From an optimization exercise on the open Yosys and OpenROAD flow, aimed at small area, a short achievable clock period and few clock cycles; shortcuts taken in it are not production practice.
At most, simulation tests tie the RTL to the original design; equivalence was not proved.
No functional check of the RTL was part of runs 1 to 5.
No activity file was given, so power comes from the tool's default toggle rates.

==> flow/design.v <==
module btcp_rx_check (
    input  wire        clk,
    input  wire        rst,
    input  wire        in_valid,
    output wire        in_ready,
    input  wire [31:0] in_data,
    input  wire        in_last,
    input  wire [2:0]  in_nbytes,    
    output wire        res_valid,
    input  wire        res_ready,
    output wire [1:0]  res_status,   
    output wire [15:0] res_seq,
    output wire [15:0] res_ack,
    output wire [7:0]  res_flags,
    output wire [7:0]  res_win,
    output wire [15:0] res_dlen,
    output wire [15:0] res_csum,     
    output wire [15:0] res_calc,     
    output wire        res_csum_ok,
    output wire [2:0]  res_type,
    output wire [9:0]  res_plen
);
    function [15:0] crc_m;
        input [31:0] u;
        reg   [15:0] c;
        integer k;
        begin
            c = 16'h0000;
            for (k = 31; k >= 0; k = k - 1)
                c = (c[15] ^ u[k]) ? ({c[14:0], 1'b0} ^ 16'h1021)
                                   : {c[14:0], 1'b0};
            crc_m = c;
        end
    endfunction
    function [15:0] crc_u;
        input [15:0] c0;
        reg   [15:0] c;
        integer k;
        begin
            c = c0;
            for (k = 0; k < 8; k = k + 1)
                c = c[0] ? ({1'b0, c[15:1]} ^ 16'h8810) : {1'b0, c[15:1]};
            crc_u = c;
        end
    endfunction
    reg        rx;         
    reg        ub;         
    reg        eq;         
    reg        rv;         
    reg [1:0]  uc;         
    reg [1:0]  hp;         
    reg [7:0]  cnt;        
    reg [1:0]  plo;        
    reg        big;        
    reg [15:0] crc;
    reg [15:0] seq_r, ack_r, dlen_r, csum_r;
    reg [7:0]  flags_r, win_r;
    reg        ok_r;
    reg [2:0]  type_r;
    reg [1:0]  status_r;
    wire acc  = in_valid & rx;
    wire h0   = (hp == 2'd0);
    wire nb1  = ~in_nbytes[2] & ~in_nbytes[1];
    wire nb12 = ~in_nbytes[2] & ~(in_nbytes[1] & in_nbytes[0]);
    wire nb123 = ~in_nbytes[2];
    wire [15:0] dh = in_data[31:16] & {{8{hp != 2'd2}}, {8{(hp != 2'd2) & ~(in_last & nb1)}}};
    wire [15:0] dl = in_data[15:0]  & {{8{~(in_last & nb12)}}, {8{~(in_last & nb123)}}};
    wire [15:0] cw = crc_m({(h0 ? 16'h0000 : crc) ^ dh, dl});
    wire [7:0] cbase = h0 ? 8'hFD : cnt;
    always @(posedge clk) begin
        if (rst) begin
            rx <= 1'b1;
            ub <= 1'b0;
            eq <= 1'b0;
            rv <= 1'b0;
            hp <= 2'd0;
        end else begin
            if (acc) begin
                if (in_last) begin
                    rx <= 1'b0;
                    hp <= 2'd0;
                end else if (hp != 2'd3) begin
                    hp <= hp + 2'd1;
                end
            end
            if (acc & in_last) begin
                ub <= (in_nbytes[1:0] != 2'd0);
                eq <= (in_nbytes[1:0] == 2'd0);
            end else if (ub) begin
                ub <= (uc != 2'd1);
                eq <= (uc == 2'd1);
            end else begin
                eq <= 1'b0;
            end
            if (eq)
                rv <= 1'b1;
            if (rv & res_ready) begin
                rv <= 1'b0;
                rx <= 1'b1;
            end
        end
    end
    wire        e0  = rx & (hp == 2'd0);
    wire        e1  = rx & (hp == 2'd1);
    wire        e2  = rx & (hp == 2'd2);
    wire        keep = ~(acc | ub);
    wire [7:0]  cnext = cbase + {7'd0, ~in_last | in_nbytes[2] | in_nbytes[1]};
    always @(posedge clk) begin
        crc <= (crc & {16{keep}}) | (cw & {16{acc}}) | (crc_u(crc) & {16{ub}});
        if (acc) begin
            cnt <= cnext;
            big <= ~h0 & (big | (cnt == 8'd251 & ~in_last));
        end
        if (rx) begin
            plo <= {~in_nbytes[1], in_nbytes[0]};
            uc  <= 2'd0 - in_nbytes[1:0];
        end else if (ub) begin
            uc  <= uc - 2'd1;
        end
        if (e0) seq_r   <= in_data[31:16];
        if (e0) ack_r   <= in_data[15:0];
        if (e1) flags_r <= in_data[31:24];
        if (e1) win_r   <= in_data[23:16];
        if (e1) dlen_r  <= in_data[15:0];
        if (e2) csum_r  <= in_data[31:16];
        ok_r <= (crc == csum_r);
        case (flags_r)
        8'h02:   type_r <= 3'd1;
        8'h10:   type_r <= 3'd2;
        8'h01:   type_r <= 3'd3;
        8'h12:   type_r <= 3'd4;
        8'h11:   type_r <= 3'd5;
        default: type_r <= ({cnt, plo} != 10'd0) ? 3'd6 : 3'd0;
        endcase
        status_r <= big                           ? 2'd2 :
                    (cnt >= 8'hFD)                ? 2'd1 :
                    (cnt == 8'd252 && plo != 2'd0) ? 2'd2 : 2'd0;
    end
    assign in_ready    = rx;
    assign res_valid   = rv;
    assign res_status  = status_r;
    assign res_seq     = seq_r;
    assign res_ack     = ack_r;
    assign res_flags   = flags_r;
    assign res_win     = win_r;
    assign res_dlen    = dlen_r;
    assign res_csum    = csum_r;
    assign res_calc    = crc;
    assign res_csum_ok = ok_r;
    assign res_type    = type_r;
    assign res_plen    = {cnt, plo};
endmodule
==> flow/run.sh <==
#!/bin/bash
# synth_recipe.tcl (not shown) runs the flow's synth.tcl, then flattens the netlist and writes it again
# the make line also repeats each setting of config.mk as NAME=value (left out here)
make -C /OpenROAD-flow-scripts/flow DESIGN_CONFIG=/design/flow/config.mk WORK_HOME=/design/flow/orfs CLKGATE_MAP_FILE= SYNTH_SCRIPT=/design/flow/synth_recipe.tcl finish
==> flow/config.mk <==
export PLATFORM = sky130hd
export DESIGN_NAME = btcp_rx_check
export DESIGN_NICKNAME = btcp_rx_check
export VERILOG_FILES = /design/flow/design.v
export SDC_FILE = /design/flow/constraint.sdc
export NUM_CORES = 4
export LEC_CHECK = 0
export CAP_MARGIN = 20
export CORE_MARGIN = 2
export CORE_UTILIZATION = 40
export CTS_BUF_LIST = sky130_fd_sc_hd__clkbuf_8
export CTS_CLUSTER_DIAMETER = 200
export CTS_CLUSTER_SIZE = 50
export SETUP_SLACK_MARGIN = 3.8
export SLEW_MARGIN = 20
==> flow/constraint.sdc <==
create_clock -name core_clock -period 6.0 [get_ports {clk}]
set_input_delay 1.2000 -clock core_clock [delete_from_list [all_inputs] [get_ports {clk}]]
set_output_delay 1.2000 -clock core_clock [all_outputs]
set_load 0.01 [all_outputs]
==> flow_summary.toml, run 1 <==
[detailed_routing]
drc = 0
drt_iter0_drc = 342
dr_total_vias = 4613
dr.pass1.iters = 5
routed_via_density = 4.93
drtAntennaViolNets = 0
finalWirelength_mm = 18.7
wl_per_cell_um = 19.9

[clock_network]
numCtsBuffers = 17
clock_latency_ns = 0.44
clk_pin_slew_worst_paths_ns = 0.07
root_buffer = "clkbuf_8"
clockBufferDepth = 2
cts.sinks = 121
cts_tree = "built"
ctsHtreeMaxLevel = 4

[floorplan]
die_h_um = 127
start_util_pct = 40.4
num_rows = 45
pin_count = 154
dieWidth_um = 127
core_area_um2 = 15000
fp.dieArea_um2 = 16200

[critical_path]
startpoint_type = "input port"
crit_path_max_incr_delay_ns = 0.43
r2r-end = "crc[12]"
path_class = "input port to flop"
cp.arrival_ns = 3.88
timing.rr.start = "hp[0]"
r2r_setup_slack_ns = 2.51
crit_cells = 12
end_kind = "flop"
cp_cell_sequence = "buf_8, ha_4, or3b_4, buf_6, nand2_4, xnor2_2, xnor3_1, xnor3_2, xor2_4, xnor3_2, xnor2_1, o221ai_1"
worstPathRequired_ns = 6.28
r2r_cells = 11
crit_slowest_cell = "or3b_4"
cp_num_buf_inv = 2
crit_fanout = 5
critical-path-top-cell-by-count = "xnor3_2"
critPathTopFamily = "XOR/XNOR gates"

[power_and_ir_drop]
power_uw = 6670
p_per_area_nw_per_um2 = 721
power.leakage_uw = 0.00387
ir_drop_mv = 0.949

[yosys]
synth_top_area_cell = "edfxtp_1"
synth_area_um2 = 6070
synth_edf_count = 93
yosys_register_bits = 121
ys_types = 46
synth_top_area_share_pct = 46.0
ys_async_sr_fraction_pct = 0
yosys-top-cells-area = "edfxtp_1 (46%), xnor2_1 (11%), dfxtp_1 (9.2%), xnor3_1 (5.2%), xor2_1 (3.9%)"
yosysWarnings = 1
netlist_top_cells_count = "edfxtp_1 (93), xnor2_1 (79), nand2_1 (35), dfxtp_1 (28), xor2_1 (27)"
yosysMostFrequentCell = "edfxtp_1"
synthCells = 464
ys_seq_area_share_pct = 55.2
avgSynthCellArea_um2 = 13.1
synthFlopType = "edfxtp_1"
synth_nets = 513

[flow_run]
maxCapViolCount = 0

[timing]
finalCritPeriodShare_pct = 60.0
max-slew-margin-rel_pct = 45.7
tightest_slew_ns = 0.814
clock.fmax_ghz = 0.278
finalClockSkew_ns = 0.0122
setup_viol = 0
setup_tns_ns = 0
grt_setup_unrepaired = "true"
slew_violations = 0
min_period_ns = 3.60
hold_viol = 0

[place]
dp_hpwl_mm = 11.7
gp_congestion = 0.858
post-place-cells = 784
portBuffers = 153

[grt]
track_usage_pct = 22.9
overflow = 0
grt_max_degree = 33
antenna_found_initial = 0
grt_pass1_wl_mm = 27.2
grt_pass1_vias = 4621

[hold_path]
hold_depth = 1
hold_start = "big"
hp-class = "flop to flop"
hold_end = "status_r[0]"

[cells_and_area]
fin_cells = 935
final_nets = 783
drive_gt1_share_pct = 49.7
antennaDiodeCount = 0
syn_to_final_growth_pct = 52.5

[outcome]
status = "no timing/DRC/antenna violations"
per-stage QoR:
stage          cell area, um2  hold slack (ns)  worst slack (ns)  util, %
2_1_floorplan            6250            0.419              2.28        -
3_3_place_gp             7920            0.435              1.40     52.7
3_5_place_dp             7920            0.431              1.27     52.7
4_1_cts                  8880            0.442              2.49     59.0
5_1_grt                  9260            0.476              2.34     61.6
6_report                 9260            0.445              2.40     61.6
worst max-delay path by stage:
stage	slack, ns	end	from
3_3_place_gp	1.40	crc[5]	in_data[28]
6_report	2.40	crc[12]	in_nbytes[1]
3_5_place_dp	1.27	crc[12]	in_last
2_1_floorplan	2.28	crc[12]	in_data[28]
4_1_cts	2.49	crc[12]	in_nbytes[1]
5_1_grt	2.34	crc[12]	in_last
layout make-up:
class	count	area [um2]
Timing Repair Buffer	273	2060
Fill cell	1203	5780
Clock buffer	17	234
Inverter	11	45.0
Clock inverter	15	146
Multi-Input combinational cell	310	3130
Sequential cell	121	3410
Tap cell	188	235
power breakdown:
group	total, uW	internal, uW	leakage (uW)	switching [uW]
clock	712	397	0.000215	314
combinational	4750	2720	0.00254	2030
sequential	1200	1070	0.00111	139
total	6670	4180	0.00387	2490
cells in the final DEF, fill, tap and decap left out, drive strengths merged, types with 5 or more instances in the layout:
| cell | synthesis | layout |
|---|---|---|
| inv | 11 | 15 |
| ha | 9 | 9 |
| clkinv | 0 | 6 |
| edfxtp | 93 | 93 |
| clkdlybuf4s50 | 0 | 24 |
| xor2 | 28 | 28 |
| dfxtp | 28 | 28 |
| a22oi | 12 | 12 |
| xor3 | 7 | 7 |
| a21oi | 7 | 7 |
| nor2b | 12 | 12 |
| nand2b | 5 | 5 |
| dlygate4sd2 | 0 | 7 |
| nand2 | 35 | 36 |
| nor3 | 7 | 7 |
| nand4 | 5 | 5 |
| xnor3 | 16 | 16 |
| nor2 | 24 | 24 |
| o21ai | 17 | 17 |
| buf | 7 | 236 |
| clkbuf | 16 | 19 |
| xnor2 | 82 | 82 |
metal layers:
metal | global-route usage [%] | share of wire [%] | up-vias
li1 | - | - | 2173
met5 | 0 | 0 | -
met1 | 31.1 | 44 | 2232
met4 | 7.18 | 2.0 | 0
met3 | 6.99 | 6.5 | 33
met2 | 35.3 | 48 | 175
state kept, by name, indices dropped and copies added (netlist names):
signal    count
status_r      2
ub            1
csum_r       16
hp            2
type_r        3
plo           2
ok_r          1
rv            1
rx            1
uc            2
cnt           8
eq            1
crc          16
ack_r        16
win_r         8
flags_r       8
big           1
seq_r        16
dlen_r       16
worst reg2reg max path: stages (launching register included):
cell and delay, ns:
dfxtp_1 0.36, inv_1 0.12, ha_1 0.22, buf_6 0.18
nor2b_1 0.17, xnor3_1 0.43, xor3_1 0.42, xnor3_2 0.45
xnor3_1 0.23, xnor3_2 0.45, xnor2_1 0.17, o221ai_1 0.13
cells by family (layout without fill, tap and decap cells):
family	after synthesis	in the layout	share of synthesized area, %
flops	121	121	55.2
simple gates	111	112	9.15
fa+ha+maj	9	9	1.86
xor+xnor	133	133	25.3
compound gates	54	54	5.83
mux	2	2	0.350
buf+inv	34	316	2.29
what timing repair did:
item                       CTS  global route
gates resized for setup    583            56
hold buffers                 0             0
pin swaps                   37            22
setup endpoints to repair  152           151
buffers inserted            88            30
cloned                       1             0
==> run 2, diff against run 1 <==
--- a/flow/design.v
+++ b/flow/design.v
@@ -22,4 +22,4 @@
 );
-    function [15:0] crc_m;
-        input [31:0] u;
+    function [15:0] crc_x32;
+        input [15:0] v;
         reg   [15:0] c;
@@ -28,10 +28,12 @@
             c = 16'h0000;
-            for (k = 31; k >= 0; k = k - 1)
-                c = (c[15] ^ u[k]) ? ({c[14:0], 1'b0} ^ 16'h1021)
+            for (k = 15; k >= 0; k = k - 1)
+                c = (c[15] ^ v[k]) ? ({c[14:0], 1'b0} ^ 16'h1021)
                                    : {c[14:0], 1'b0};
-            crc_m = c;
+            for (k = 0; k < 16; k = k + 1)
+                c = c[15] ? ({c[14:0], 1'b0} ^ 16'h1021) : {c[14:0], 1'b0};
+            crc_x32 = c;
         end
     endfunction
-    function [15:0] crc_u;
-        input [15:0] c0;
+    function [15:0] crc_x8;
+        input [15:0] v;
         reg   [15:0] c;
@@ -39,6 +41,17 @@
         begin
-            c = c0;
+            c = v;
+            for (k = 0; k < 8; k = k + 1)
+                c = c[15] ? ({c[14:0], 1'b0} ^ 16'h1021) : {c[14:0], 1'b0};
+            crc_x8 = c;
+        end
+    endfunction
+    function [15:0] crc_d8;
+        input [15:0] v;
+        reg   [15:0] c;
+        integer k;
+        begin
+            c = v;
             for (k = 0; k < 8; k = k + 1)
                 c = c[0] ? ({1'b0, c[15:1]} ^ 16'h8810) : {1'b0, c[15:1]};
-            crc_u = c;
+            crc_d8 = c;
         end
@@ -54,3 +67,3 @@
     reg        big;        
-    reg [15:0] crc;
+    reg [15:0] sh;         
     reg [15:0] seq_r, ack_r, dlen_r, csum_r;
@@ -60,6 +73,6 @@
     reg [1:0]  status_r;
-    wire acc  = in_valid & rx;
-    wire h0   = (hp == 2'd0);
-    wire nb1  = ~in_nbytes[2] & ~in_nbytes[1];
-    wire nb12 = ~in_nbytes[2] & ~(in_nbytes[1] & in_nbytes[0]);
+    wire acc   = in_valid & rx;
+    wire h0    = (hp == 2'd0);
+    wire nb1   = ~in_nbytes[2] & ~in_nbytes[1];
+    wire nb12  = ~in_nbytes[2] & ~(in_nbytes[1] & in_nbytes[0]);
     wire nb123 = ~in_nbytes[2];
@@ -67,3 +80,4 @@
     wire [15:0] dl = in_data[15:0]  & {{8{~(in_last & nb12)}}, {8{~(in_last & nb123)}}};
-    wire [15:0] cw = crc_m({(h0 ? 16'h0000 : crc) ^ dh, dl});
+    wire [15:0] ms = crc_x32(sh);
+    wire [15:0] wd = crc_x8(dh) ^ crc_d8(dl);
     wire [7:0] cbase = h0 ? 8'hFD : cnt;
@@ -86,4 +100,4 @@
             if (acc & in_last) begin
-                ub <= (in_nbytes[1:0] != 2'd0);
-                eq <= (in_nbytes[1:0] == 2'd0);
+                ub <= ~nb1;
+                eq <= nb1;
             end else if (ub) begin
@@ -102,5 +116,5 @@
     end
-    wire        e0  = rx & (hp == 2'd0);
-    wire        e1  = rx & (hp == 2'd1);
-    wire        e2  = rx & (hp == 2'd2);
+    wire        e0   = rx & (hp == 2'd0);
+    wire        e1   = rx & (hp == 2'd1);
+    wire        e2   = rx & (hp == 2'd2);
     wire        keep = ~(acc | ub);
@@ -108,3 +122,4 @@
     always @(posedge clk) begin
-        crc <= (crc & {16{keep}}) | (cw & {16{acc}}) | (crc_u(crc) & {16{ub}});
+        sh <= (sh & {16{keep}}) | (((ms & {16{~h0}}) ^ wd) & {16{acc}})
+            | (crc_x8(sh) & {16{ub}});
         if (acc) begin
@@ -115,3 +130,3 @@
             plo <= {~in_nbytes[1], in_nbytes[0]};
-            uc  <= 2'd0 - in_nbytes[1:0];
+            uc  <= in_nbytes[1:0] - 2'd1;
         end else if (ub) begin
@@ -125,3 +140,3 @@
         if (e2) csum_r  <= in_data[31:16];
-        ok_r <= (crc == csum_r);
+        ok_r <= (sh == csum_r);
         case (flags_r)
@@ -147,3 +162,3 @@
     assign res_csum    = csum_r;
-    assign res_calc    = crc;
+    assign res_calc    = sh;
     assign res_csum_ok = ok_r;
==> flow/flow/run.sh (new file) <==
#!/bin/bash
# The standard layout (standard.sh), with the port buffers made from a
# small buffer cell. Each step's full log is under orfs/logs; make's own
# output goes to standard.log.
set -euo pipefail
bash standard.sh \
  BUFFER_PORTS_ARGS="-buffer_cell sky130_fd_sc_hd__buf_1" \
  finish > standard.log 2>&1
==> flow/standard.sh (new file) <==
#!/bin/bash
# synth_recipe.tcl (not shown) runs the flow's synth.tcl, then flattens the netlist and writes it again
# the make line also repeats each setting of config.mk as NAME=value (left out here)
make -C /OpenROAD-flow-scripts/flow DESIGN_CONFIG=/design/flow/config.mk WORK_HOME=/design/flow/orfs CLKGATE_MAP_FILE= SYNTH_SCRIPT=/design/flow/synth_recipe.tcl "${@:-finish}"
--- a/flow/config.mk
+++ b/flow/config.mk
@@ -13,3 +13,3 @@
 export CTS_CLUSTER_SIZE = 50
-export SETUP_SLACK_MARGIN = 3.8
+export SETUP_SLACK_MARGIN = 3.5
 export SLEW_MARGIN = 20
removed: flow/run.sh
==> run 2 against run 1 <==
Maximum frequency is 37% higher. Core utilization decreased by 12 points. Area after synthesis is 6.3% higher. Combinational power fell by 41%. First-iteration DRC count down 35%. Sequential power rose by 5%. Die area grew 6.1%. Still clean on timing, DRC and antenna. Design area is 16% lower. Critical path type unchanged.
==> flow_summary.toml, run 2 <==
[hold_path]
hold_depth = 2
hold_end = "rv"
hp-class = "flop to flop"
hold_start = "eq"

[critical_path]
worstPathRequired_ns = 6.29
path_class = "input port to flop"
end_kind = "flop"
cp_cell_sequence = "buf_2, xnor3_1, o211a_1, o21a_1, a31oi_1, xnor2_1, o221ai_1"
startpoint_type = "input port"
cp.arrival_ns = 2.91
r2r-end = "sh[6]"
crit_path_max_incr_delay_ns = 0.49
r2r_cells = 6
crit_fanout = 7
timing.rr.start = "sh[14]"
crit_slowest_cell = "xnor3_1"
r2r_setup_slack_ns = 3.48

[timing]
setup_viol = 0
finalClockSkew_ns = 0.00872
grt_setup_unrepaired = "true"
finalCritPeriodShare_pct = 43.7
setup_tns_ns = 0
hold_viol = 0
max-slew-margin-rel_pct = 50.7
slew_violations = 0
finalWorstSetupSlack_ns = 3.38
clock.fmax_ghz = 0.381
tightest_slew_ns = 0.739
min_period_ns = 2.62
hold_slack_ns = 0.475

[power_and_ir_drop]
ir_drop_mv = 0.326
p_per_area_nw_per_um2 = 632
power_frac_seq_pct = 25.6
p_clk_share_pct = 17.7
combPwrFrac_pct = 56.8
power.leakage_uw = 0.00281
internal_power_uw = 3190
p_switching_uw = 1750
p_sw_share_pct = 35.4

[clock_network]
ctsHtreeMaxLevel = 4
clk_pin_slew_worst_paths_ns = 0.07
cts_tree = "built"
holdBufCountCts = 0
cts.sinks = 121
clockBufferDepth = 2
numCtsBuffers = 17
clock_latency_ns = 0.43
root_buffer = "clkbuf_8"

[cells_and_area]
antennaDiodeCount = 0
final_core_util_pct = 49.3
syn_to_final_growth_pct = 21.1
final_cell_mix = "buf_1 (144), edfxtp_1 (93), xnor2_1 (82), nor2_1 (26), nand2_1 (26)"
final_nets = 714
fin_area_um2 = 7810
drive_gt1_share_pct = 12.4
layout_commonest_cell = "buf_1"

[floorplan]
dieWidth_um = 131
pin_count = 154
start_util_pct = 40.8
num_rows = 46
core_area_um2 = 15800
fp.dieArea_um2 = 17200
die_h_um = 131

[yosys]
yosysMostFrequentCell = "edfxtp_1"
synthFlopType = "edfxtp_1"
synth_top_area_cell = "edfxtp_1"
yosys_register_bits = 121
yosys-top-cells-area = "edfxtp_1 (43%), xnor2_1 (11%), dfxtp_1 (8.7%), xnor3_1 (5.6%), xor2_1 (3.5%)"
ys_seq_area_share_pct = 52.0
ys_async_sr_fraction_pct = 0
netlist_top_cells_count = "edfxtp_1 (93), xnor2_1 (83), dfxtp_1 (28), nor2_1 (28), nand2_1 (27)"
synth_top_area_share_pct = 43.3
synth_area_um2 = 6450
ys_types = 57
synthCells = 520
yosysWarnings = 1
synth_nets = 568
synth_edf_count = 93
avgSynthCellArea_um2 = 12.4

[outcome]
status = "no timing/DRC/antenna violations"

[detailed_routing]
drt_iter0_drc = 222
wl_per_cell_um = 19.0
dr.pass1.iters = 4
finalWirelength_mm = 17.0
drc = 0
routed_via_density = 5.13
drtAntennaViolNets = 0
dr_total_vias = 4591

[place]
dp_hpwl_mm = 12.7
placed_cell_area_um2 = 7220
place_ws_ns = 2.64
portBuffers = 153
gp_congestion = 0.866

[grt]
grt_pass1_vias = 4596
overflow = 0
track_usage_pct = 20.4
grt_max_degree = 33
antenna_found_initial = 0
grt_pass1_wl_mm = 25.8

[flow_run]
maxCapViolCount = 0
==> run 2: cell count changes after synthesis, moves of 6 or more <==
cell / change
a21oi_1: +6
nand2_1: -8
o21ai_1: +6
nand3_1: +8
nor2_1: +6
clkbuf_1: +6
nor2b_1: -7
==> run 2: worst max path at each step <==
| stage | start | end | slack, ns |
|---|---|---|---|
| after global placement | in_last | sh[9] | 2.67 |
| after detailed placement | in_last | sh[9] | 2.64 |
| after floorplan | in_data[6] | sh[10] | 3.40 |
| after CTS | in_data[1] | sh[9] | 3.42 |
| final | in_data[1] | sh[9] | 3.38 |
| after global routing | in_data[1] | sh[9] | 3.34 |
==> run 2: power groups by stage <==
stage	sequential (uW)	clock, uW	combinational [uW]
after floorplan	1120	0	2380
after global placement	1270	0	2730
after detailed placement	1270	0	2760
after CTS	1260	891	2800
after global routing	1280	926	3000
final	1260	873	2800
==> run 2: logic make-up (layout without fill, tap and decap cells) <==
kind of cell               after synthesis  after routing  share of synthesized area, %
AOI/OAI and AO/OA                       84             84                          8.67
DFF                                    121            121                          52.0
xor gates and xnor gates               138            138                          25.0
adders and majority gates                8              8                          1.55
and+or+nand+nor                        119            120                          9.15
buffers and inverters                   46            204                          3.03
muxes                                    4              4                         0.640
==> run 2: what timing repair did <==
item | 4_1_cts | 5_1_grt
cloned | 0 | 1
setup endpoints to repair | 32 | 21
gates resized for setup | 18 | 16
buffers inserted | 1 | 1
pin swaps | 1 | 4
endpoints found under the hold margin | 0 | 0
==> run 2: stage by stage <==
stage               total power, uW  cells
global placement               4000    860
detailed placement             4030    860
floorplan                      3500    520
global route                   5210    895
CTS                            4950    893
finish                         4940    895
==> run 2: layout make-up <==
class | count | area, um2
inverter | 14 | 52.6
tap | 216 | 270
sequential | 121 | 3370
timing repair buffer | 158 | 628
clock buffer | 19 | 262
clock inverter | 13 | 225
fill | 1444 | 8020
multi-input combinational | 354 | 3010
==> run 2: per-layer routing <==
| layer | part of all wire (%) | GRT usage, % | vias up | wire length, um |
|---|---|---|---|---|
| met3 | 6.0 | 5.05 | 31 | 1010 |
| met2 | 50 | 33.6 | 155 | 8440 |
| met4 | 2.5 | 8.07 | 0 | 420 |
| met5 | 0 | 0 | - | 0 |
| li1 | - | - | 2159 | - |
| met1 | 42 | 26.0 | 2246 | 7110 |
==> run 2: critical path, delay by kind of cell <==
family / cells / cell delay (ns)
compound gates: 4 / 0.85
xor+xnor: 2 / 0.69
buf+inv: 1 / 0.16
==> run 3, diff against run 2 <==
--- a/flow/config.mk
+++ b/flow/config.mk
@@ -13,3 +13,3 @@
 export CTS_CLUSTER_SIZE = 50
-export SETUP_SLACK_MARGIN = 3.5
+export SETUP_SLACK_MARGIN = 3.8
 export SLEW_MARGIN = 20
==> run 3 against run 2 <==
Clock-buffer cell count down 2. Worst hold slack worse by 0.021 ns. Design area up 18%. Largest power group unchanged. First-iteration DRC count up 16%. Cell count up 12%.
==> flow_summary.toml, run 3 <==
[detailed_routing]
drtAntennaViolNets = 0
wl_per_cell_um = 19.5
drt_iter0_drc = 258
finalWirelength_mm = 19.5
dr.pass1.iters = 5
dr_total_vias = 5119
routed_via_density = 5.12
drc = 0

[place]
placed_cell_area_um2 = 7310
portBuffers = 153
post-place-cells = 858
dp_hpwl_mm = 12.7
place_ws_ns = 2.64
gp_congestion = 0.891

[critical_path]
worstPathRequired_ns = 6.33
end_kind = "flop"
cp.arrival_ns = 2.67
r2r-end = "sh[9]"
timing.rr.start = "hp[0]"
r2r_cells = 7
startpoint_type = "input port"
crit_start = "in_data[2]"
r2r_setup_slack_ns = 3.78
path_class = "input port to flop"
crit_fanout = 2
cp-endpoint = "sh[10]"

[outcome]
status = "no timing/DRC/antenna violations"

[flow_run]
maxCapViolCount = 0

[yosys]
yosysMostFrequentCell = "edfxtp_1"
yosysWarnings = 1
synth_top_area_cell = "edfxtp_1"
synthCells = 520
synth_nets = 568
netlist_top_cells_count = "edfxtp_1 (93), xnor2_1 (83), dfxtp_1 (28), nor2_1 (28), nand2_1 (27)"
yosys-top-cells-area = "edfxtp_1 (43%), xnor2_1 (11%), dfxtp_1 (8.7%), xnor3_1 (5.6%), xor2_1 (3.5%)"
ys_types = 57
synth_area_um2 = 6450
avgSynthCellArea_um2 = 12.4
yosys_register_bits = 121
synthFlopType = "edfxtp_1"
ys_async_sr_fraction_pct = 0
synth_top_area_share_pct = 43.3
ys_seq_area_share_pct = 52.0
synth_edf_count = 93

[clock_network]
numCtsBuffers = 17
cts.sinks = 121
clockBufferDepth = 2
holdBufCountCts = 0
clk_pin_slew_worst_paths_ns = 0.08
cts_tree = "built"
root_buffer = "clkbuf_8"
ctsHtreeMaxLevel = 4
clock_latency_ns = 0.44

[cells_and_area]
layout_commonest_cell = "buf_4"
final_nets = 819
fin_area_um2 = 9230
antennaDiodeCount = 0
syn_to_final_growth_pct = 43.0
final_cell_mix = "buf_4 (102), edfxtp_1 (93), buf_1 (76), xnor2_1 (73), clkbuf_2 (44)"
drive_gt1_share_pct = 39.5
fin_cells = 1000

[timing]
grt_setup_unrepaired = "true"
tightest_slew_ns = 0.748
finalWorstSetupSlack_ns = 3.66
slew_violations = 0
setup_viol = 0
setup_tns_ns = 0
max-slew-margin-rel_pct = 50.1
min_period_ns = 2.34
finalClockSkew_ns = 0.0107
hold_viol = 0
clock.fmax_ghz = 0.427
finalCritPeriodShare_pct = 39.0

[floorplan]
start_util_pct = 40.8
pin_count = 154
core_area_um2 = 15800
die_h_um = 131
dieWidth_um = 131
num_rows = 46
fp.dieArea_um2 = 17200

[power_and_ir_drop]
p_clk_share_pct = 14.9
ir_drop_mv = 0.455
power_frac_seq_pct = 21.0
p_switching_uw = 1900
internal_power_uw = 3550
power.leakage_uw = 0.00365
p_per_area_nw_per_um2 = 591
p_sw_share_pct = 34.9
combPwrFrac_pct = 64.1

[grt]
antenna_found_initial = 0
overflow = 0
grt_pass1_vias = 5031
grt_pass1_wl_mm = 28.1
grt_max_degree = 33
track_usage_pct = 22.4

[hold_path]
hp-class = "flop to flop"
hold_depth = 1
[run 3: how the worst min path moves through the flow]
stage,from,end
detailed placement,eq,rv
floorplan,big,status_r[0]
CTS,eq,rv
finish,rv,rv
global placement,big,status_r[0]
global route,rv,rv
[run 3: power groups by stage]
stage / sequential (uW) / clock [uW] / combinational (uW)
5_1_grt: 1160 / 861 / 3730
4_1_cts: 1140 / 826 / 3150
3_5_place_dp: 1270 / 0 / 2740
2_1_floorplan: 1120 / 0 / 2390
3_3_place_gp: 1260 / 0 / 2740
6_report: 1140 / 814 / 3490
[run 3: cell type report]
type / instances / area, um2
Fill cell: 1297 / 6600
Sequential cell: 121 / 3420
Multi-Input combinational cell: 356 / 3390
Timing Repair Buffer: 260 / 1630
Tap cell: 216 / 270
Clock buffer: 17 / 234
Clock inverter: 15 / 206
Inverter: 14 / 67.6
Timing Repair inverter: 1 / 7.51
[run 3: logic make-up (layout without fill, tap and decap cells)]
group           after synthesis  count (layout)  synth area share (%)
flops                       121             121                  52.0
buf+inv                      46             307                  3.03
fa+ha+maj                     8               8                  1.55
compound gates               84              84                  8.67
xor+xnor                    138             138                  25.0
mux                           4               4                 0.640
simple gates                119             122                  9.15
[run 3: per-layer routing]
metal / track usage (%) / vias up / part of all wire [%]
li1: - / 2380 / -
met1: 28.8 / 2528 / 41
met2: 38.1 / 181 / 51
met3: 4.60 / 30 / 5.9
met4: 6.95 / 0 / 1.7
met5: 0 / - / 0
[run 3: metrics by stage]
| stage | total power [uW] | utilization [%] | hold slack [ns] |
|---|---|---|---|
| after floorplan | 3520 | - | 0.436 |
| after CTS | 5120 | 54.6 | 0.478 |
| after detailed placement | 4010 | 46.2 | 0.467 |
| after global placement | 4000 | 46.2 | 0.474 |
| final | 5450 | 58.3 | 0.453 |
| after global routing | 5750 | 58.3 | 0.487 |
[run 3: critical path, cell delays in order]
cell and delay (ns):
buf_8 0.08, xnor3_1 0.42, buf_4 0.16, or3_4 0.34
a21oi_4 0.15, a221oi_4 0.05, xnor2_1 0.19, o21ai_1 0.07
[run 3: repair_timing]
item                                    CTS  global route
setup buffers                            75            31
cloned                                    2             2
resized for setup                       105            99
endpoints found under the setup margin  121            78
pin swaps                                12            28
==> run 4, diff against run 3 <==
--- a/flow/design.v
+++ b/flow/design.v
@@ -68,2 +68,3 @@
     reg [15:0] sh;         
+    reg [15:0] t;          
     reg [15:0] seq_r, ack_r, dlen_r, csum_r;
@@ -80,4 +81,5 @@
     wire [15:0] dl = in_data[15:0]  & {{8{~(in_last & nb12)}}, {8{~(in_last & nb123)}}};
-    wire [15:0] ms = crc_x32(sh);
-    wire [15:0] wd = crc_x8(dh) ^ crc_d8(dl);
+    wire [15:0] s  = sh ^ t;
+    wire [15:0] ms = crc_x32(s);
+    wire [15:0] wd = crc_x8(dh);
     wire [7:0] cbase = h0 ? 8'hFD : cnt;
@@ -123,3 +125,5 @@
         sh <= (sh & {16{keep}}) | (((ms & {16{~h0}}) ^ wd) & {16{acc}})
-            | (crc_x8(sh) & {16{ub}});
+            | (crc_x8(s) & {16{ub}});
+        if (acc | ub)
+            t <= crc_d8(dl) & {16{rx}};
         if (acc) begin
==> run 4 against run 3 <==
Cell count is 0.70% higher. Die area is 4.7% higher. Sequential share of layout area is 4.3 points higher. Sequential power is 21% higher. Flip-flop and latch count is 16 higher. Design area is 2.3% higher. Via count is 3.5% lower. Area after synthesis is 4.9% higher.
==> flow_summary.toml, run 4 <==
[yosys]
yosysWarnings = 1
ys_types = 54
synth_edf_count = 109
yosysMostFrequentCell = "edfxtp_1"
yosys-top-cells-area = "edfxtp_1 (48%), xnor2_1 (11%), dfxtp_1 (8.3%), xor2_1 (4.3%), xnor3_1 (3.0%)"
netlist_top_cells_count = "edfxtp_1 (109), xnor2_1 (87), nor2_1 (43), xor2_1 (33), nand2_1 (31)"
synthFlopType = "edfxtp_1"
synth_top_area_cell = "edfxtp_1"
ys_seq_area_share_pct = 56.7
ys_async_sr_fraction_pct = 0
synth_area_um2 = 6770
yosys_register_bits = 137
synth_top_area_share_pct = 48.4
synthCells = 513
synth_nets = 561
avgSynthCellArea_um2 = 13.2

[timing]
setup_tns_ns = 0
max-slew-margin-rel_pct = 39.5
setup_viol = 0
tightest_slew_ns = 0.908
min_period_ns = 2.38
hold_slack_ns = 0.455
grt_setup_unrepaired = "true"
finalClockSkew_ns = 0.0118
clock.fmax_ghz = 0.420
finalCritPeriodShare_pct = 39.7
hold_viol = 0
slew_violations = 0

[cells_and_area]
final_nets = 822
final_core_util_pct = 56.9
antennaDiodeCount = 0
layout_commonest_cell = "edfxtp_1"
syn_to_final_growth_pct = 39.5
fill_cells = 1413
final_cell_mix = "edfxtp_1 (109), buf_1 (99), buf_4 (95), xnor2_1 (66), nor2_1 (41)"
fin_cells = 1007
drive_gt1_share_pct = 34.3

[clock_network]
root_buffer = "clkbuf_8"
clockBufferDepth = 2
ctsHtreeMaxLevel = 4
cts_tree = "built"
numCtsBuffers = 17
clk_pin_slew_worst_paths_ns = 0.08
cts.sinks = 137
clock_latency_ns = 0.44
holdBufCountCts = 0

[grt]
grt_pass1_vias = 4885
overflow = 0
grt_max_degree = 33
antenna_found_initial = 0
grt_pass1_wl_mm = 26.6
track_usage_pct = 19.7

[power_and_ir_drop]
p_per_area_nw_per_um2 = 730
power_uw = 6890
power.leakage_uw = 0.00365
ir_drop_mv = 0.483

[place]
post-place-cells = 870
dp_hpwl_mm = 11.7
portBuffers = 153
gp_congestion = 0.865

[critical_path]
end_kind = "flop"
crit_slowest_cell = "edfxtp_1"
path_class = "flop to flop"
worstPathRequired_ns = 6.32
critPathTopFamily = "XOR/XNOR gates"
crit_fanout = 3
crit_path_max_incr_delay_ns = 0.46
cp_cell_sequence = "xnor2_4, buf_4, xnor3_2, buf_6, xnor3_1, xnor3_1, nor2_2, xnor2_1, o221ai_1"
startpoint_type = "flop"
critical-path-top-cell-by-count = "xnor3_1"
cp_num_buf_inv = 2
cp.arrival_ns = 2.70

[floorplan]
start_util_pct = 40.8
die_h_um = 134
fp.dieArea_um2 = 18000
dieWidth_um = 134
pin_count = 154
num_rows = 47
core_area_um2 = 16600

[detailed_routing]
drtAntennaViolNets = 0
drt_iter0_drc = 275
finalWirelength_mm = 17.9
dr_total_vias = 4938
routed_via_density = 4.90
wl_per_cell_um = 17.7
dr.pass1.iters = 7
drc = 0

[outcome]
status = "no timing/DRC/antenna violations"

[flow_run]
maxCapViolCount = 0

[hold_path]
hp-class = "flop to flop"
-- run 4: cell count changes in the layout (fill, tap and decap cells not counted), sizes merged, moves of 6 or more --
cell | before | now
a21oi | 13 | 6
edfxtp | 93 | 109
clkbuf | 61 | 52
xor2 | 26 | 35
xnor2 | 85 | 94
o21ai | 25 | 14
a22oi | 9 | 3
nor2 | 28 | 44
xnor3 | 19 | 11
buf | 216 | 225
-- run 4: timing repair --
| action | 4_1_cts | 5_1_grt |
|---|---|---|
| pin swaps | 33 | 30 |
| gates resized for setup | 110 | 67 |
| setup buffers | 77 | 28 |
| endpoints found under the setup margin | 157 | 78 |
-- run 4: cell type report --
| class | instances | area [um2] | share of cell area [%] |
|---|---|---|---|
| Sequential cell | 137 | 3900 | 41.3 |
| Multi-Input combinational cell | 349 | 3240 | 34.3 |
| Timing Repair Buffer | 259 | 1620 | 17.2 |
| Tap cell | 220 | 275 | 2.92 |
| Clock buffer | 18 | 248 | 2.63 |
| Clock inverter | 14 | 111 | 1.18 |
| Inverter | 10 | 40.0 | 0.424 |
-- run 4: path summary, 6_finish.rpt --
path,slack [ns],start,end,depth (start not counted)
setup / recovery,3.62,t[11],sh[9],9
setup reg to reg,3.62,t[11],sh[9],9
hold / removal,0.45,eq,rv,2
hold reg to reg,0.45,eq,rv,2
-- run 4: worst register-to-register path, cell delays in order, from the launching register on --
cell and delay, ns:
edfxtp_1 0.46, xnor2_4 0.17, buf_4 0.15, xnor3_2 0.42, buf_6 0.15, xnor3_1 0.25, xnor3_1 0.26, nor2_2 0.14
xnor2_1 0.13, o221ai_1 0.13
-- run 4: logic make-up after synthesis --
group                      share of synthesized area (%)
xor gates and xnor gates                            23.5
DFF                                                 56.7
and+or+nand+nor                                     9.32
AOI/OAI and AO/OA                                   5.75
buffers and inverters                               2.13
muxes                                               1.18
adders and majority gates                           1.48
-- run 4: layer usage --
metal  share of wire (%)  up-vias  track usage, %
li1                    -     2361               -
met1                  43     2366            25.7
met2                  49      191            33.0
met3                 5.9       20            3.51
met4                 2.1        0            7.37
met5                   0        -               0
-- run 4: where the power goes --
| part | switching (uW) | internal [uW] |
|---|---|---|
| registers | 186 | 1200 |
| clock network | 364 | 333 |
| logic | 1980 | 2830 |
-- run 4: metrics by stage --
stage	worst slack, ns	area (um2)
2_1_floorplan	3.38	6850
3_3_place_gp	2.86	7590
3_5_place_dp	2.80	7590
4_1_cts	3.64	9020
5_1_grt	3.55	9440
6_report	3.62	9440
==> run 5, diff against run 4 <==
--- a/flow/config.mk
+++ b/flow/config.mk
@@ -13,3 +13,3 @@
 export CTS_CLUSTER_SIZE = 50
-export SETUP_SLACK_MARGIN = 3.8
+export SETUP_SLACK_MARGIN = 3.6
 export SLEW_MARGIN = 20
==> run 5 against run 4 <==
Still clean on timing, DRC and antenna. Critical path depth decreased by 1. Combinational power decreased by 16%. First-iteration DRC count decreased by 18%. Routed wire length decreased by 6.4%. Sequential share of layout area increased by 4.1 points. Core utilization decreased by 5.7 points. Global-route usage decreased by 1.2 points. Maximum frequency decreased by 0.82%. Die area unchanged. Setup slack got worse by 0.020 ns. Sequential power about the same. Largest cell class unchanged. Largest power group unchanged. Highest routed layer unchanged.
==> flow_summary.toml, run 5 <==
[cells_and_area]
syn_to_final_growth_pct = 25.4
final_core_util_pct = 51.2
final_cell_mix = "buf_1 (150), edfxtp_1 (109), xnor2_1 (73), nor2_1 (41), nand2_1 (30)"
layout_commonest_cell = "buf_1"
final_nets = 742
drive_gt1_share_pct = 17.4
fill_cells = 1489
antennaDiodeCount = 0

[clock_network]
numCtsBuffers = 17
root_buffer = "clkbuf_8"
cts_tree = "built"
ctsHtreeMaxLevel = 4
clk_pin_slew_worst_paths_ns = 0.08
holdBufCountCts = 0
clock_latency_ns = 0.44
cts.sinks = 137
clockBufferDepth = 2

[power_and_ir_drop]
power_uw = 6270
p_per_area_nw_per_um2 = 739
ir_drop_mv = 0.479
power.leakage_uw = 0.00303

[detailed_routing]
dr_total_vias = 4609
drt_iter0_drc = 225
dr.pass1.iters = 5
finalWirelength_mm = 16.7
drc = 0
wl_per_cell_um = 18.0
drtAntennaViolNets = 0
routed_via_density = 4.97

[timing]
hold_slack_ns = 0.482
slew_violations = 0
setup_tns_ns = 0
finalCritPeriodShare_pct = 40.0
setup_viol = 0
hold_viol = 0
min_period_ns = 2.40
finalClockSkew_ns = 0.0158
clock.fmax_ghz = 0.416
tightest_slew_ns = 0.951
max-slew-margin-rel_pct = 36.5
grt_setup_unrepaired = "true"

[grt]
grt_pass1_vias = 4530
track_usage_pct = 18.5
grt_pass1_wl_mm = 25.2
antenna_found_initial = 0
overflow = 0
grt_max_degree = 33

[yosys]
yosys_register_bits = 137
netlist_top_cells_count = "edfxtp_1 (109), xnor2_1 (87), nor2_1 (43), xor2_1 (33), nand2_1 (31)"
synth_top_area_cell = "edfxtp_1"
yosysMostFrequentCell = "edfxtp_1"
yosys-top-cells-area = "edfxtp_1 (48%), xnor2_1 (11%), dfxtp_1 (8.3%), xor2_1 (4.3%), xnor3_1 (3.0%)"
synthFlopType = "edfxtp_1"
ys_seq_area_share_pct = 56.7
synth_edf_count = 109
synth_top_area_share_pct = 48.4
ys_async_sr_fraction_pct = 0
synth_area_um2 = 6770
synthCells = 513
avgSynthCellArea_um2 = 13.2
synth_nets = 561
ys_types = 54
yosysWarnings = 1

[floorplan]
start_util_pct = 40.8
pin_count = 154
die_h_um = 134
num_rows = 47
fp.dieArea_um2 = 18000
dieWidth_um = 134
core_area_um2 = 16600

[outcome]
status = "no timing/DRC/antenna violations"

[place]
gp_congestion = 0.859
dp_hpwl_mm = 11.7
portBuffers = 153

[critical_path]
crit_slowest_cell = "edfxtp_1"
crit_path_max_incr_delay_ns = 0.47
worstPathRequired_ns = 6.29
cp.arrival_ns = 2.70
cp_num_buf_inv = 1
path_class = "flop to flop"
startpoint_type = "flop"
crit_fanout = 5
cp_cell_sequence = "xor2_4, buf_12, xnor2_4, xnor3_2, xor3_1, nor2_2, xnor2_1, o221ai_1"
critPathTopFamily = "XOR/XNOR gates"
end_kind = "flop"

[flow_run]
maxCapViolCount = 0

[hold_path]
hp-class = "flop to flop"
-- run 5: cell count changes in the layout (fill, tap and decap cells not counted), sizes merged --
| cell | change |
|---|---|
| clkinv | -3 |
| or3b | +1 |
| clkbuf | -31 |
| bufinv | +4 |
| inv | -1 |
| buf | -50 |
-- run 5: final cells by class --
cell class	instances	area (um2)	area share [%]
clock inverter	14	204	2.40
multi-input combinational	350	3090	36.4
tap	220	275	3.24
sequential	137	3860	45.4
clock buffer	18	248	2.92
timing repair buffer	178	781	9.20
inverter	10	37.5	0.442
-- run 5: power breakdown --
part           internal (uW)  switching [uW]  leakage (uW)
combinational           2310            1730       0.00153
clock                    502             353      0.000225
sequential              1170             202       0.00127
total                   3980            2290       0.00303
-- run 5: kinds of logic after synthesis --
family                     synth area share [%]
xor gates and xnor gates                   23.5
DFF                                        56.7
and+or+nand+nor                            9.32
AOI/OAI and AO/OA                          5.75
buffers and inverters                      2.13
muxes                                      1.18
adders and majority gates                  1.48
-- run 5: path summary, 6_finish.rpt --
check | startpoint | to | slack, ns | cells after the start
setup / recovery | t[12] | sh[10] | 3.60 | 8
hold / removal | big | status_r[0] | 0.48 | 1
setup reg to reg | t[12] | sh[10] | 3.60 | 8
hold reg to reg | big | status_r[0] | 0.48 | 1
-- run 5: routing by layer --
metal  routed length [um]  GRT usage (%)
met5                    0              0
met3                 1050           4.65
met2                 7960           29.6
met1                 7460           24.9
met4                  244           5.96
-- run 5: worst register-to-register path, cell delays in order, from the launching register on --
cell	delay, ns
edfxtp_1	0.47
xor2_4	0.23
buf_12	0.15
xnor2_4	0.29
xnor3_2	0.37
xor3_1	0.39
nor2_2	0.11
xnor2_1	0.13
o221ai_1	0.13
-- run 5: what timing repair did --
item | CTS | global route
resized for setup | 43 | 14
setup buffers | 18 | 7
pin swaps | 15 | 11
gates cloned | 0 | 1
setup endpoints to repair | 88 | 55
-- run 5: stage by stage --
stage	std cells	setup WS, ns	cell area [um2]
finish	927	3.60	8490
global route	927	3.52	8490
CTS	919	3.57	8350
detailed placement	869	2.44	7550
global placement	869	2.52	7550
floorplan	513	3.38	6820
==> run 6, diff against run 5 <==
--- a/flow/design.v
+++ b/flow/design.v
@@ -68,3 +68,2 @@
     reg [15:0] sh;         
-    reg [15:0] t;          
     reg [15:0] seq_r, ack_r, dlen_r, csum_r;
@@ -74,15 +73,22 @@
     reg [1:0]  status_r;
-    wire acc   = in_valid & rx;
+    reg        iv;
+    reg [31:0] id;
+    reg        il;
+    reg [2:0]  inb;
+    wire acc   = iv;
     wire h0    = (hp == 2'd0);
-    wire nb1   = ~in_nbytes[2] & ~in_nbytes[1];
-    wire nb12  = ~in_nbytes[2] & ~(in_nbytes[1] & in_nbytes[0]);
-    wire nb123 = ~in_nbytes[2];
-    wire [15:0] dh = in_data[31:16] & {{8{hp != 2'd2}}, {8{(hp != 2'd2) & ~(in_last & nb1)}}};
-    wire [15:0] dl = in_data[15:0]  & {{8{~(in_last & nb12)}}, {8{~(in_last & nb123)}}};
-    wire [15:0] s  = sh ^ t;
-    wire [15:0] ms = crc_x32(s);
-    wire [15:0] wd = crc_x8(dh);
+    wire nb1   = ~inb[2] & ~inb[1];
+    wire nb12  = ~inb[2] & ~(inb[1] & inb[0]);
+    wire nb123 = ~inb[2];
+    wire [15:0] dh = id[31:16] & {{8{hp != 2'd2}}, {8{(hp != 2'd2) & ~(il & nb1)}}};
+    wire [15:0] dl = id[15:0]  & {{8{~(il & nb12)}}, {8{~(il & nb123)}}};
+    wire [15:0] ms = crc_x32(sh);
+    wire [15:0] wd = crc_x8(dh) ^ crc_d8(dl);
     wire [7:0] cbase = h0 ? 8'hFD : cnt;
     always @(posedge clk) begin
+        id  <= in_data;
+        il  <= in_last;
+        inb <= in_nbytes;
         if (rst) begin
+            iv <= 1'b0;
             rx <= 1'b1;
@@ -93,5 +99,7 @@
         end else begin
+            iv <= in_valid & rx;
+            if (in_valid & rx & in_last)
+                rx <= 1'b0;
             if (acc) begin
-                if (in_last) begin
-                    rx <= 1'b0;
+                if (il) begin
                     hp <= 2'd0;
@@ -101,3 +109,3 @@
             end
-            if (acc & in_last) begin
+            if (acc & il) begin
                 ub <= ~nb1;
@@ -118,19 +126,17 @@
     end
-    wire        e0   = rx & (hp == 2'd0);
-    wire        e1   = rx & (hp == 2'd1);
-    wire        e2   = rx & (hp == 2'd2);
+    wire        e0   = acc & (hp == 2'd0);
+    wire        e1   = acc & (hp == 2'd1);
+    wire        e2   = acc & (hp == 2'd2);
     wire        keep = ~(acc | ub);
-    wire [7:0]  cnext = cbase + {7'd0, ~in_last | in_nbytes[2] | in_nbytes[1]};
+    wire [7:0]  cnext = cbase + {7'd0, ~il | inb[2] | inb[1]};
     always @(posedge clk) begin
         sh <= (sh & {16{keep}}) | (((ms & {16{~h0}}) ^ wd) & {16{acc}})
-            | (crc_x8(s) & {16{ub}});
-        if (acc | ub)
-            t <= crc_d8(dl) & {16{rx}};
+            | (crc_x8(sh) & {16{ub}});
         if (acc) begin
             cnt <= cnext;
-            big <= ~h0 & (big | (cnt == 8'd251 & ~in_last));
+            big <= ~h0 & (big | (cnt == 8'd251 & ~il));
         end
-        if (rx) begin
-            plo <= {~in_nbytes[1], in_nbytes[0]};
-            uc  <= in_nbytes[1:0] - 2'd1;
+        if (acc) begin
+            plo <= {~inb[1], inb[0]};
+            uc  <= inb[1:0] - 2'd1;
         end else if (ub) begin
@@ -138,8 +144,8 @@
         end
-        if (e0) seq_r   <= in_data[31:16];
-        if (e0) ack_r   <= in_data[15:0];
-        if (e1) flags_r <= in_data[31:24];
-        if (e1) win_r   <= in_data[23:16];
-        if (e1) dlen_r  <= in_data[15:0];
-        if (e2) csum_r  <= in_data[31:16];
+        if (e0) seq_r   <= id[31:16];
+        if (e0) ack_r   <= id[15:0];
+        if (e1) flags_r <= id[31:24];
+        if (e1) win_r   <= id[23:16];
+        if (e1) dlen_r  <= id[15:0];
+        if (e2) csum_r  <= id[31:16];
         ok_r <= (sh == csum_r);
--- a/flow/config.mk
+++ b/flow/config.mk
@@ -13,3 +13,3 @@
 export CTS_CLUSTER_SIZE = 50
-export SETUP_SLACK_MARGIN = 3.6
+export SETUP_SLACK_MARGIN = 3.8
 export SLEW_MARGIN = 20
==> run 6 against run 5 <==
Setup slack gained 0.086 ns. Clock skew shrank 0.0030 ns. Core utilization grew 2.1 points. Clock power shrank 9.0%. Register-to-register slack gained 0.22 ns. Maximum frequency grew 3.7%. Die area grew 3.7%. Sequential share of layout area shrank 0.12 points.
==> flow_summary.toml, run 6 <==
[cells_and_area]
fill_cells = 1452
antennaDiodeCount = 0
fin_cells = 1008
syn_to_final_growth_pct = 30.7
final_nets = 818
largest_reg_flops = 32
final_cell_mix = "edfxtp_1 (93), buf_4 (76), xnor2_1 (75), clkbuf_2 (74), buf_1 (53)"
regMostFlops = "id"
layout_commonest_cell = "edfxtp_1"
drive_gt1_share_pct = 33.3
final_core_util_pct = 53.3
fin_area_um2 = 9180

[timing]
tightest_slew_ns = 0.734
max-slew-margin-rel_pct = 51.1
setup_tns_ns = 0
hold_viol = 0
finalClockSkew_ns = 0.0128
min_period_ns = 2.32
grt_setup_unrepaired = "true"
finalCritPeriodShare_pct = 38.6
clock.fmax_ghz = 0.432
slew_violations = 0
setup_viol = 0

[yosys]
synth_edf_count = 93
yosysMostFrequentCell = "edfxtp_1"
yosysWarnings = 1
avgSynthCellArea_um2 = 12.8
synth_nets = 597
yosys_register_bits = 158
synth_top_area_share_pct = 39.8
synthCells = 549
ys_types = 55
netlist_top_cells_count = "edfxtp_1 (93), xnor2_1 (78), dfxtp_1 (65), nor2_1 (35), xor2_1 (26)"
synthFlopType = "edfxtp_1"
synth_top_area_cell = "edfxtp_1"
ys_seq_area_share_pct = 58.3
ys_async_sr_fraction_pct = 0
yosys-top-cells-area = "edfxtp_1 (40%), dfxtp_1 (19%), xnor2_1 (9.7%), xnor3_1 (3.8%), xor2_1 (3.2%)"
synth_area_um2 = 7030

[critical_path]
crit_start = "plo[0]"
timing.rr.start = "sh[12]"
startpoint_type = "flop"
cp_num_buf_inv = 1
worstPathRequired_ns = 4.80
cp-endpoint = "res_plen[0]"
path_class = "flop to output port"
end_kind = "output port"
crit_fanout = 2
crit_cells = 1
critPathTopFamily = "flip-flops"
r2r-end = "sh[0]"
crit_slowest_cell = "edfxtp_1"
cp_cell_sequence = "buf_1"
crit_path_max_incr_delay_ns = 0.49
cp.arrival_ns = 1.12
r2r_setup_slack_ns = 3.82
r2r_cells = 7

[grt]
overflow = 0
grt_max_degree = 29
antenna_found_initial = 0
track_usage_pct = 20.6
grt_pass1_vias = 5006
grt_pass1_wl_mm = 28.3

[hold_path]
hold_depth = 1
hp-class = "flop to flop"

[floorplan]
dieWidth_um = 137
core_area_um2 = 17200
start_util_pct = 40.8
pin_count = 154
die_h_um = 137
num_rows = 48
fp.dieArea_um2 = 18600

[place]
portBuffers = 153
placed_cell_area_um2 = 7790
gp_congestion = 0.856
dp_hpwl_mm = 13.4
post-place-cells = 901

[clock_network]
ctsHtreeMaxLevel = 4
cts_tree = "built"
holdBufCountCts = 0
clk_pin_slew_worst_paths_ns = 0.08
root_buffer = "clkbuf_8"
numCtsBuffers = 17
cts.sinks = 158
clockBufferDepth = 2
clock_latency_ns = 0.46

[detailed_routing]
drtAntennaViolNets = 0
drc = 0
wl_per_cell_um = 19.2
dr_total_vias = 5082
routed_via_density = 5.04
finalWirelength_mm = 19.3
dr.pass1.iters = 5
drt_iter0_drc = 376

[power_and_ir_drop]
power.leakage_uw = 0.00362
p_per_area_nw_per_um2 = 535
ir_drop_mv = 0.338

[outcome]
status = "no timing/DRC/antenna violations"

[flow_run]
maxCapViolCount = 0
[run 6: cell count changes after synthesis, moves of 7 or more]
| cell | before | now |
|---|---|---|
| dfxtp_1 | 28 | 65 |
| o21ai_0 | 6 | 25 |
| edfxtp_1 | 109 | 93 |
| a21oi_1 | 6 | 20 |
| a22oi_1 | 3 | 15 |
| nand2_1 | 31 | 19 |
| clkbuf_1 | 11 | 20 |
| xnor2_1 | 87 | 78 |
| nand3_1 | 14 | 6 |
| nor2_1 | 43 | 35 |
| mux2i_1 | 8 | 1 |
| xor2_1 | 33 | 26 |
[run 6: how the worst min path moves through the flow]
stage,start,end,slack [ns]
final,rv,rv,0.46
after global routing,rv,rv,0.48
after CTS,rv,rv,0.46
after detailed placement,eq,rv,0.45
after global placement,eq,rv,0.45
after floorplan,big,status_r[0],0.44
[run 6: final cells by class]
class	count	area, um2	area share (%)
flip-flops and latches	158	4160	45.3
well taps	225	282	3.07
clock inverters	12	124	1.35
clock buffers	20	275	3.00
multi-input cells	346	2900	31.6
inverters	15	56.3	0.613
repair buffers	232	1380	15.1
[run 6: metrics by stage]
step / power, uW / hold slack, ns / setup slack [ns]
floorplan: 3230 / 0.436 / 3.83
global route: 5150 / 0.484 / 3.64
global placement: 3570 / 0.453 / 3.41
detailed placement: 3620 / 0.453 / 3.26
CTS: 4630 / 0.459 / 3.65
finish: 4910 / 0.456 / 3.68
[run 6: what timing repair did]
item                                    in CTS  in global routing
setup buffers                               56                 19
pin swaps                                    0                  4
endpoints found under the setup margin     139                112
gates resized for setup                     76                100
[run 6: routing by layer]
layer,routed length [um],track usage [%],share of wire (%),up-vias
met5,0,0,0,-
met3,1130,5.70,5.8,37
met2,9600,33.8,50,185
li1,-,-,-,2381
met1,8060,25.7,42,2479
met4,539,8.51,2.8,0
[run 6: kinds of logic (layout without fill, tap and decap cells)]
kind of cell    after synthesis  in the layout  share of synthesized area, %
compound gates               96             96                          8.58
fa+ha+maj                     8              8                          1.42
xor+xnor                    128            128                          20.6
buf+inv                      45            279                          2.64
flops                       158            158                          58.3
simple gates                113            113                          8.32
mux                           1              1                         0.142
[run 6: where the power goes]
group          switching [uW]  internal [uW]  leakage, uW
Combinational            1170           1600      0.00203
Sequential               92.8           1270      0.00139
Clock                     408            371     0.000203
Testbench counts of run 6, summed over its fixed seeds: cycles 28,837.
==> run 7, diff against run 6 <==
--- a/flow/config.mk
+++ b/flow/config.mk
@@ -13,3 +13,3 @@
 export CTS_CLUSTER_SIZE = 50
-export SETUP_SLACK_MARGIN = 3.8
+export SETUP_SLACK_MARGIN = 3.6
 export SLEW_MARGIN = 20
==> run 7 against run 6 <==
Critical path depth unchanged. Area after synthesis unchanged. Sequential share of layout area increased by 4.1 points. Flip-flop and latch count unchanged. Register-to-register slack got worse by 0.11 ns. Setup slack got worse by 0.036 ns. Core utilization decreased by 4.8 points. Power decreased by 8.2%. Sequential power increased by 8%. Largest cell class unchanged. Synthesized cell count unchanged. Clock-buffer cell count decreased by 2.
==> flow_summary.toml, run 7 <==
[outcome]
status = "no timing/DRC/antenna violations"

[floorplan]
dieWidth_um = 137
start_util_pct = 40.8
core_area_um2 = 17200
pin_count = 154
num_rows = 48
fp.dieArea_um2 = 18600
die_h_um = 137

[detailed_routing]
drtAntennaViolNets = 0
wl_per_cell_um = 18.9
routed_via_density = 5.05
drc = 0
dr.pass1.iters = 5
dr_total_vias = 4740
drt_iter0_drc = 330
finalWirelength_mm = 17.7

[yosys]
yosysWarnings = 1
ys_types = 55
netlist_top_cells_count = "edfxtp_1 (93), xnor2_1 (78), dfxtp_1 (65), nor2_1 (35), xor2_1 (26)"
synthFlopType = "edfxtp_1"
yosys-top-cells-area = "edfxtp_1 (40%), dfxtp_1 (19%), xnor2_1 (9.7%), xnor3_1 (3.8%), xor2_1 (3.2%)"
synthCells = 549
yosysMostFrequentCell = "edfxtp_1"
yosys_register_bits = 158
ys_async_sr_fraction_pct = 0
synth_area_um2 = 7030
synth_edf_count = 93
synth_nets = 597
synth_top_area_share_pct = 39.8
ys_seq_area_share_pct = 58.3
avgSynthCellArea_um2 = 12.8
synth_top_area_cell = "edfxtp_1"

[critical_path]
crit_path_max_incr_delay_ns = 0.51
startpoint_type = "flop"
crit_fanout = 9
end_kind = "output port"
path_class = "flop to output port"
crit_slowest_cell = "dfxtp_2"
cp_cell_sequence = "buf_1"
cp_num_buf_inv = 1
worstPathRequired_ns = 4.80
cp.arrival_ns = 1.15
critPathTopFamily = "flip-flops"

[place]
gp_congestion = 0.885
dp_hpwl_mm = 13.0
post-place-cells = 899
portBuffers = 153

[cells_and_area]
final_nets = 749
fin_cells = 939
layout_commonest_cell = "buf_1"
drive_gt1_share_pct = 10.2
regMostFlops = "id"
largest_reg_flops = 32
final_core_util_pct = 48.4
antennaDiodeCount = 0
syn_to_final_growth_pct = 18.9
final_cell_mix = "buf_1 (153), edfxtp_1 (93), xnor2_1 (78), dfxtp_1 (50), nor2_1 (35)"

[hold_path]
hp-class = "flop to flop"

[clock_network]
clock_latency_ns = 0.45
holdBufCountCts = 0
cts_tree = "built"
ctsHtreeMaxLevel = 4
cts.sinks = 158
numCtsBuffers = 17
clk_pin_slew_worst_paths_ns = 0.09
root_buffer = "clkbuf_8"
clockBufferDepth = 2

[timing]
slew_violations = 0
setup_viol = 0
min_period_ns = 2.35
finalCritPeriodShare_pct = 39.2
grt_setup_unrepaired = "true"
hold_viol = 0
max-slew-margin-rel_pct = 43.5
finalClockSkew_ns = 0.0130
hold_slack_ns = 0.485
tightest_slew_ns = 0.848
clock.fmax_ghz = 0.425
setup_tns_ns = 0

[power_and_ir_drop]
internal_power_uw = 2990
power.leakage_uw = 0.00296
p_clk_share_pct = 19.5
combPwrFrac_pct = 47.9
ir_drop_mv = 0.307
p_per_area_nw_per_um2 = 540
p_sw_share_pct = 33.7
p_switching_uw = 1520
power_frac_seq_pct = 32.6

[flow_run]
maxCapViolCount = 0

[grt]
track_usage_pct = 19.2
grt_pass1_wl_mm = 26.7
grt_pass1_vias = 4740
antenna_found_initial = 0
grt_max_degree = 34
overflow = 0
==> run 7: cell count changes in the layout (fill, tap and decap cells not counted), moves of 4 or more <==
cell / before / now
dfxtp_1: 45 / 50
dfxtp_2: 3 / 11
dfxtp_4: 17 / 4
buf_2: 16 / 0
xor2_1: 21 / 25
clkbuf_2: 74 / 0
buf_1: 53 / 153
buf_4: 76 / 10
buf_6: 11 / 0
==> run 7: what timing repair did <==
item	CTS	global route
setup endpoints to repair	53	11
buffers inserted	1	7
resized for setup	18	9
==> run 7: logic make-up (layout without fill, tap and decap cells) <==
logic type,count (synthesis),in the layout,synth area share (%)
adder cells (fa/ha/maj),8,8,1.42
buffers and inverters,45,210,2.64
multiplexers,1,1,0.142
AND/OR/NAND/NOR,113,113,8.32
AO/OA/AOI/OAI,96,96,8.58
XOR/XNOR,128,128,20.6
flip-flops,158,158,58.3
==> run 7: final cells by class <==
cell class              instances  area [um2]
flip-flops and latches        158        4120
fillers                      1570        8890
well taps                     225         282
clock buffers                  18         248
clock inverters                14         204
inverters                      15        56.3
repair buffers                163         649
multi-input cells             346        2790
==> run 7: final timing paths <==
| kind | from | endpoint | slack [ns] | cells after the start |
|---|---|---|---|---|
| hold reg to reg | eq | rv | 0.49 | 2 |
| setup / recovery | sh[9] | res_calc[9] | 3.65 | 1 |
| setup reg to reg | il | cnt[6] | 3.71 | 6 |
| hold / removal | eq | rv | 0.49 | 2 |
==> run 7: routing by layer <==
metal / track usage [%] / up-vias / part of all wire [%]
li1: - / 2250 / -
met1: 25.6 / 2333 / 43
met2: 31.8 / 139 / 50
met3: 4.00 / 18 / 4.9
met4: 5.56 / 0 / 1.4
met5: 0 / - / 0
==> run 7: power by group through the flow <==
stage	Sequential [uW]	Clock, uW	Combinational [uW]
floorplan	1350	0	1870
global placement	1480	0	2110
detailed placement	1480	0	2130
CTS	1470	905	2150
global route	1490	951	2320
finish	1470	881	2160
==> run 7: through the flow <==
step / setup WS, ns / instance area, um2 / power [uW]
2_1_floorplan: 3.70 / 7030 / 3220
3_3_place_gp: 3.48 / 7770 / 3590
3_5_place_dp: 3.37 / 7770 / 3610
4_1_cts: 3.60 / 8260 / 4520
5_1_grt: 3.59 / 8350 / 4750
6_report: 3.65 / 8350 / 4510

## separate check: timing with driven ports
The results above use ideal ports. As a check the final layouts listed here were re-extracted and re-timed, cells and wires unchanged. Step 1: set_driving_cell puts a clkbuf_16 on clk and a buf_2 on each other input, an assumption about the parent block. Step 2 times the ports against the registers' clock, not the clock port: input delays grow and output delays shrink by t, the midpoint of the rising clock arrivals with the driver on. Three values: ideal, step 1, step 2; two values: the first two.
run | t, ns | setup WS [ns] | worst setup path after step 2 | cell pins on the clock port's net
run 1 | 0.475 | 2.397 / 2.387 / 1.913 | input to register | 1
run 2 | 0.464 | 3.377 / 3.395 / 2.931 | input to register | 1
run 3 | 0.471 | 3.661 / 3.641 / 3.171 | input to register | 1
run 4 | 0.474 | 3.618 / 3.618 / 3.260 | input to register | 1
run 5 | 0.471 | 3.598 / 3.598 / 3.151 | input to register | 1
run 6 | 0.492 | 3.684 / 3.647 / 3.822 | register to register | 1
run 7 | 0.477 | 3.648 / 3.612 / 3.710 | register to register | 1
After both steps setup and hold are still met in every run listed. For run 3, which loses most, drivers alone change the setup slack by -0.020 ns; drivers and shift together by -0.490 ns.
